This design comes from an exercise in tuning for small area and a short achievable clock period on the open sky130 flow, not from production work.

== the reference run ==
==> flow/design.v <==
module tdma_mac_dp (
    input  wire        clk,
    input  wire        rst,             
    input  wire        cap_valid,       
    input  wire [15:0] cap_value,
    input  wire        upd_valid,       
    input  wire        active_pll,      
    input  wire        period_wr,       
    input  wire [15:0] period_wr_value,
    input  wire [1:0]  ring_idx,        
    output wire [15:0] ring_word,
    output reg  [15:0] period,
    output wire [15:0] last_beacon_time,
    output wire [2:0]  ring_count,
    output reg  [1:0]  ring_cursor,
    input  wire        slot_wr,         
    input  wire [1:0]  slot_wr_idx,
    input  wire [7:0]  slot_wr_data,
    input  wire [7:0]  num_clients,
    input  wire [15:0] short_addr,
    input  wire [7:0]  local_in,
    input  wire        build_beacon,    
    input  wire        build_response,  
    input  wire        upload,          
    input  wire [4:0]  stage_idx,       
    output wire [7:0]  stage_byte,
    output wire [7:0]  tx_len,
    output wire [7:0]  seq_no
);
    reg [15:0] s0, s1, s2, s3;    
    reg        full;              
    assign last_beacon_time = s0;
    assign ring_count       = {full, ring_cursor & {2{~full}}};
    wire [3:0] rh;
    tdma_ring_dec u_ring_dec (.idx(ring_idx), .cursor(ring_cursor), .hit(rh));
    tdma_ring_mux u_ring_mux (.hit(rh), .s0(s0), .s1(s1), .s2(s2), .s3(s3), .q(ring_word));
    always @(posedge clk) begin
        if (cap_valid) begin
            s1 <= s0;
            s2 <= s1;
            s3 <= s2;
        end
    end
    always @(posedge clk) begin
        if (rst) begin
            s0          <= 16'd0;
            ring_cursor <= 2'd0;
            full        <= 1'b0;
        end else if (cap_valid) begin
            s0          <= cap_value;
            ring_cursor <= ring_cursor + 2'd1;
            if (ring_cursor == 2'd3)
                full <= 1'b1;
        end
    end
    function [31:0] bk;
        input [31:0] a;
        input [31:0] b;
        input        ci;
        reg   [31:0] g, pr, x;
        integer s, i;
        begin
            x  = a ^ b;
            g  = a & b;
            pr = x;
            g[0] = g[0] | (pr[0] & ci);
            for (s = 1; s < 32; s = s * 2)
                for (i = 2 * s - 1; i < 32; i = i + 2 * s) begin
                    g[i]  = g[i] | (pr[i] & g[i - s]);
                    pr[i] = pr[i] & pr[i - s];
                end
            for (s = 8; s >= 1; s = s / 2)
                for (i = 3 * s - 1; i < 32; i = i + 2 * s) begin
                    g[i]  = g[i] | (pr[i] & g[i - s]);
                    pr[i] = pr[i] & pr[i - s];
                end
            bk = x ^ {g[30:0], ci};
        end
    endfunction
    function [63:0] csa;
        input [31:0] a;
        input [31:0] b;
        input [31:0] c;
        begin
            csa[31:0]  = a ^ b ^ c;
            csa[63:32] = {(a[30:0] & b[30:0]) | (a[30:0] & c[30:0]) | (b[30:0] & c[30:0]), 1'b0};
        end
    endfunction
    function [15:0] div5;
        input [18:0] w;
        reg   [4:0]  r;
        reg          b;
        integer i;
        begin
            r = 5'd1 << w[18:16];
            for (i = 15; i >= 0; i = i - 1) begin
                b = w[i];
                div5[i] = r[3] | r[4] | (r[2] & b);
                r = b ? {r[4], r[1], r[3], r[0], r[2]} : {r[2], r[4], r[1], r[3], r[0]};
            end
        end
    endfunction
    wire [31:0] d32 = bk({16'd0, s0}, {16'd0, ~s1}, 1'b1);
    wire [63:0] c1  = csa({16'd0, period}, {15'd0, period, 1'b0}, {12'd0, period, 4'd0});
    wire [63:0] c2  = csa(c1[31:0], c1[63:32], {16'd0, d32[15:0]});
    wire [31:0] x   = bk(c2[31:0], c2[63:32], 1'b0);
    wire [15:0] d          = d32[15:0];
    wire [15:0] ema_period = div5(x[20:2]);
    always @(posedge clk) begin
        if (rst)
            period <= 16'd0;
        else if (period_wr)
            period <= period_wr_value;
        else if (upd_valid && (full || ring_cursor[1]))
            period <= active_pll ? {2'b00, d[15:2]} : ema_period;
    end
    reg [7:0]  slot0, slot1, slot2;
    reg [7:0]  st_s0, st_s1, st_s2;    
    reg [15:0] st_sa;                  
    reg [15:0] st_per;                 
    reg [7:0]  st_z;                   
    reg        len_nz;                 
    reg        len_b;                  
    reg [7:0]  seq_last;               
    assign tx_len = {3'b000, len_nz, len_b, 2'b00, len_b};
    assign seq_no = seq_last + 8'd1;
    always @(posedge clk) begin
        if (rst) begin
            slot0 <= 8'd0;
            slot1 <= 8'd0;
            slot2 <= 8'd0;
        end else if (slot_wr) begin
            if (slot_wr_idx == 2'd0) slot0 <= slot_wr_data;
            if (slot_wr_idx == 2'd1) slot1 <= slot_wr_data;
            if (slot_wr_idx == 2'd2) slot2 <= slot_wr_data;
        end
    end
    always @(posedge clk) begin
        if (build_beacon) begin
            st_s0  <= slot0;
            st_s1  <= slot1;
            st_s2  <= slot2;
            st_per <= period;
        end
        if (build_beacon || build_response) begin
            st_sa <= short_addr;
            st_z  <= build_beacon ? num_clients : local_in;
        end
    end
    always @(posedge clk) begin
        if (rst) begin
            len_nz   <= 1'b0;
            len_b    <= 1'b0;
            seq_last <= 8'hFF;
        end else if (build_beacon || build_response) begin
            len_nz   <= 1'b1;
            len_b    <= build_beacon;
            seq_last <= seq_no;
        end else if (upload) begin
            len_nz   <= 1'b0;
            len_b    <= 1'b0;
        end
    end
    wire [7:0] k;       
    wire [8:0] ss;      
    tdma_stage_dec u_stage_dec (.idx(stage_idx), .bcn(len_b), .k(k), .sel(ss));
    tdma_stage_mux u_stage_mux (
        .k(k), .sel(ss),
        .d0(seq_last), .d1(st_sa[7:0]), .d2(st_sa[15:8]), .d3(st_per[7:0]),
        .d4(st_per[15:8]), .d5(st_z), .d6(st_s0), .d7(st_s1), .d8(st_s2),
        .q(stage_byte)
    );
endmodule
module tdma_ring_dec (
    input  wire [1:0] idx,
    input  wire [1:0] cursor,
    output wire [3:0] hit
);
    wire [1:0] t0 = cursor - 2'd1, t1 = cursor - 2'd2, t2 = cursor - 2'd3;
    assign hit = {idx == cursor, idx == t2, idx == t1, idx == t0};
endmodule
module tdma_stage_dec (
    input  wire [4:0] idx,
    input  wire       bcn,
    output wire [7:0] k,
    output wire [8:0] sel
);
    wire [31:0] e = 32'd1 << idx;
    wire rsp = ~bcn;
    assign k = ({8{e[0] & rsp}} & 8'h41) |
               ({8{e[1]}}       & (bcn ? 8'h80 : 8'h88)) |
               ({8{e[3]}}       & 8'hEF) |
               ({8{e[4]}}       & 8'hBE) |
               ({8{e[5] & rsp}} & 8'h01) |
               ({8{e[9] & rsp}} & 8'h04);
    assign sel = {e[19], e[15] & bcn, e[11] & bcn,
                  (e[9] & bcn) | (e[10] & rsp),
                  e[8] & bcn, e[7] & bcn,
                  (e[6] & bcn) | (e[8] & rsp),
                  (e[5] & bcn) | (e[7] & rsp),
                  e[2]};
endmodule
module tdma_stage_mux (
    input  wire [7:0] k,
    input  wire [8:0] sel,
    input  wire [7:0] d0, d1, d2, d3, d4, d5, d6, d7, d8,
    output wire [7:0] q
);
    assign q = k |
               ({8{sel[0]}} & d0) | ({8{sel[1]}} & d1) | ({8{sel[2]}} & d2) |
               ({8{sel[3]}} & d3) | ({8{sel[4]}} & d4) | ({8{sel[5]}} & d5) |
               ({8{sel[6]}} & d6) | ({8{sel[7]}} & d7) | ({8{sel[8]}} & d8);
endmodule
module tdma_ring_mux (
    input  wire [3:0]  hit,
    input  wire [15:0] s0, s1, s2, s3,
    output wire [15:0] q
);
    assign q = ({16{hit[0]}} & s0) | ({16{hit[1]}} & s1) |
               ({16{hit[2]}} & s2) | ({16{hit[3]}} & s3);
endmodule
Settings: LEC_CHECK=0, ABC_AREA=1, CAP_MARGIN=20, CORE_MARGIN=2, CORE_UTILIZATION=35, CTS_BUF_LIST=sky130_fd_sc_hd__clkbuf_4 sky130_fd_sc_hd__clkbuf_8, CTS_CLUSTER_SIZE=10, PLACE_DENSITY=0.8, SLEW_MARGIN=20, SYNTH_HIERARCHICAL=1, SYNTH_MINIMUM_KEEP_SIZE=0; clock period 20.0 ns.
standard.sh (not shown) runs the stock make flow with config.mk's settings and CLKGATE_MAP_FILE= SYNTH_SCRIPT=/design/flow/synth_recipe.tcl, a recipe that flattens the netlist after the stock synthesis.
==> flow/flow/run.sh <==
#!/bin/bash
# Standard ORFS layout (standard.sh) with small port buffers and a tighter
# setup-repair target; make's full output goes to make_finish.log.
set -euo pipefail
bash standard.sh SETUP_SLACK_MARGIN=10.5 "BUFFER_PORTS_ARGS=-buffer_cell sky130_fd_sc_hd__buf_1" finish > make_finish.log 2>&1
The reference run finished end to end and its layout was clean on timing, DRC and antenna.
Input changes introduced in the trial run (baseline for comparison: the reference run):
--- a/flow/design.v
+++ b/flow/design.v
@@ -31,11 +31,12 @@
     reg        full;              
     assign last_beacon_time = s0;
     assign ring_count       = {full, ring_cursor & {2{~full}}};
     wire [3:0] rh;
     tdma_ring_dec u_ring_dec (.idx(ring_idx), .cursor(ring_cursor), .hit(rh));
-    tdma_ring_mux u_ring_mux (.hit(rh), .s0(s0), .s1(s1), .s2(s2), .s3(s3), .q(ring_word));
+    assign ring_word = ({16{rh[0]}} & s0) | ({16{rh[1]}} & s1) |
+                       ({16{rh[2]}} & s2) | ({16{rh[3]}} & s3);
     always @(posedge clk) begin
         if (cap_valid) begin
             s1 <= s0;
             s2 <= s1;
             s3 <= s2;
@@ -162,16 +163,16 @@
         end
     end
     wire [7:0] k;       
     wire [8:0] ss;      
     tdma_stage_dec u_stage_dec (.idx(stage_idx), .bcn(len_b), .k(k), .sel(ss));
-    tdma_stage_mux u_stage_mux (
-        .k(k), .sel(ss),
-        .d0(seq_last), .d1(st_sa[7:0]), .d2(st_sa[15:8]), .d3(st_per[7:0]),
-        .d4(st_per[15:8]), .d5(st_z), .d6(st_s0), .d7(st_s1), .d8(st_s2),
-        .q(stage_byte)
-    );
+    assign stage_byte = k |
+                        ({8{ss[0]}} & seq_last)    |
+                        ({8{ss[1]}} & st_sa[7:0])  | ({8{ss[2]}} & st_sa[15:8])  |
+                        ({8{ss[3]}} & st_per[7:0]) | ({8{ss[4]}} & st_per[15:8]) |
+                        ({8{ss[5]}} & st_z)        |
+                        ({8{ss[6]}} & st_s0) | ({8{ss[7]}} & st_s1) | ({8{ss[8]}} & st_s2);
 endmodule
 module tdma_ring_dec (
     input  wire [1:0] idx,
     input  wire [1:0] cursor,
     output wire [3:0] hit
@@ -198,24 +199,5 @@
                   e[8] & bcn, e[7] & bcn,
                   (e[6] & bcn) | (e[8] & rsp),
                   (e[5] & bcn) | (e[7] & rsp),
                   e[2]};
 endmodule
-module tdma_stage_mux (
-    input  wire [7:0] k,
-    input  wire [8:0] sel,
-    input  wire [7:0] d0, d1, d2, d3, d4, d5, d6, d7, d8,
-    output wire [7:0] q
-);
-    assign q = k |
-               ({8{sel[0]}} & d0) | ({8{sel[1]}} & d1) | ({8{sel[2]}} & d2) |
-               ({8{sel[3]}} & d3) | ({8{sel[4]}} & d4) | ({8{sel[5]}} & d5) |
-               ({8{sel[6]}} & d6) | ({8{sel[7]}} & d7) | ({8{sel[8]}} & d8);
-endmodule
-module tdma_ring_mux (
-    input  wire [3:0]  hit,
-    input  wire [15:0] s0, s1, s2, s3,
-    output wire [15:0] q
-);
-    assign q = ({16{hit[0]}} & s0) | ({16{hit[1]}} & s1) |
-               ({16{hit[2]}} & s2) | ({16{hit[3]}} & s3);
-endmodule
The run showing the smaller minimum clock period is the trial run.
The higher final-stage net count of the trial run and the reference run is in the reference run.
The trial run vs. the reference run: wire length the detailed router placed on met1 shows a reduction of about 5%; wire length shows a reduction of about 5%; fmax shows no meaningful change; non-clock inverter count in the final layout shows a reduction of about 18%.
When the final numbers for the trial run and the reference run were put side by side, the final-layout clock buffer total turned out to be smaller in the reference run.
Comparing the trial run and the reference run, the higher post-synthesis simple-gate area fraction was measured on the reference run.
The trial run does better than the reference run on worst hold slack.
Function was not checked in any run of this note: the RTL went through the layout flow alone.

[port drivers added, routing unchanged]
The flow's constraints put no driver on any port. The routed layouts listed below were extracted and timed again, unchanged, in two steps. Step 1, drivers: a clkbuf_16 drives clk and a buf_2 each remaining input, both assumed. Step 2 also shifts input and output timing later by t, the mid clock arrival at the registers, as if the neighbouring blocks saw the same clock. Three values: ideal, step 1, step 2; two values: the first two.
run	t, ns	setup WS [ns]	latest minus earliest clock arrival (ns)	cell pins on the clock port's net
the reference run	0.524	10.477 / 10.440 / 10.440	0.029 / 0.029	1
the trial run	0.516	10.504 / 10.452 / 10.452	0.019 / 0.019	1
After both steps setup and hold are still met in every run listed. For the trial run, which loses most, drivers alone change the setup slack by -0.052 ns; drivers and shift together by -0.052 ns.
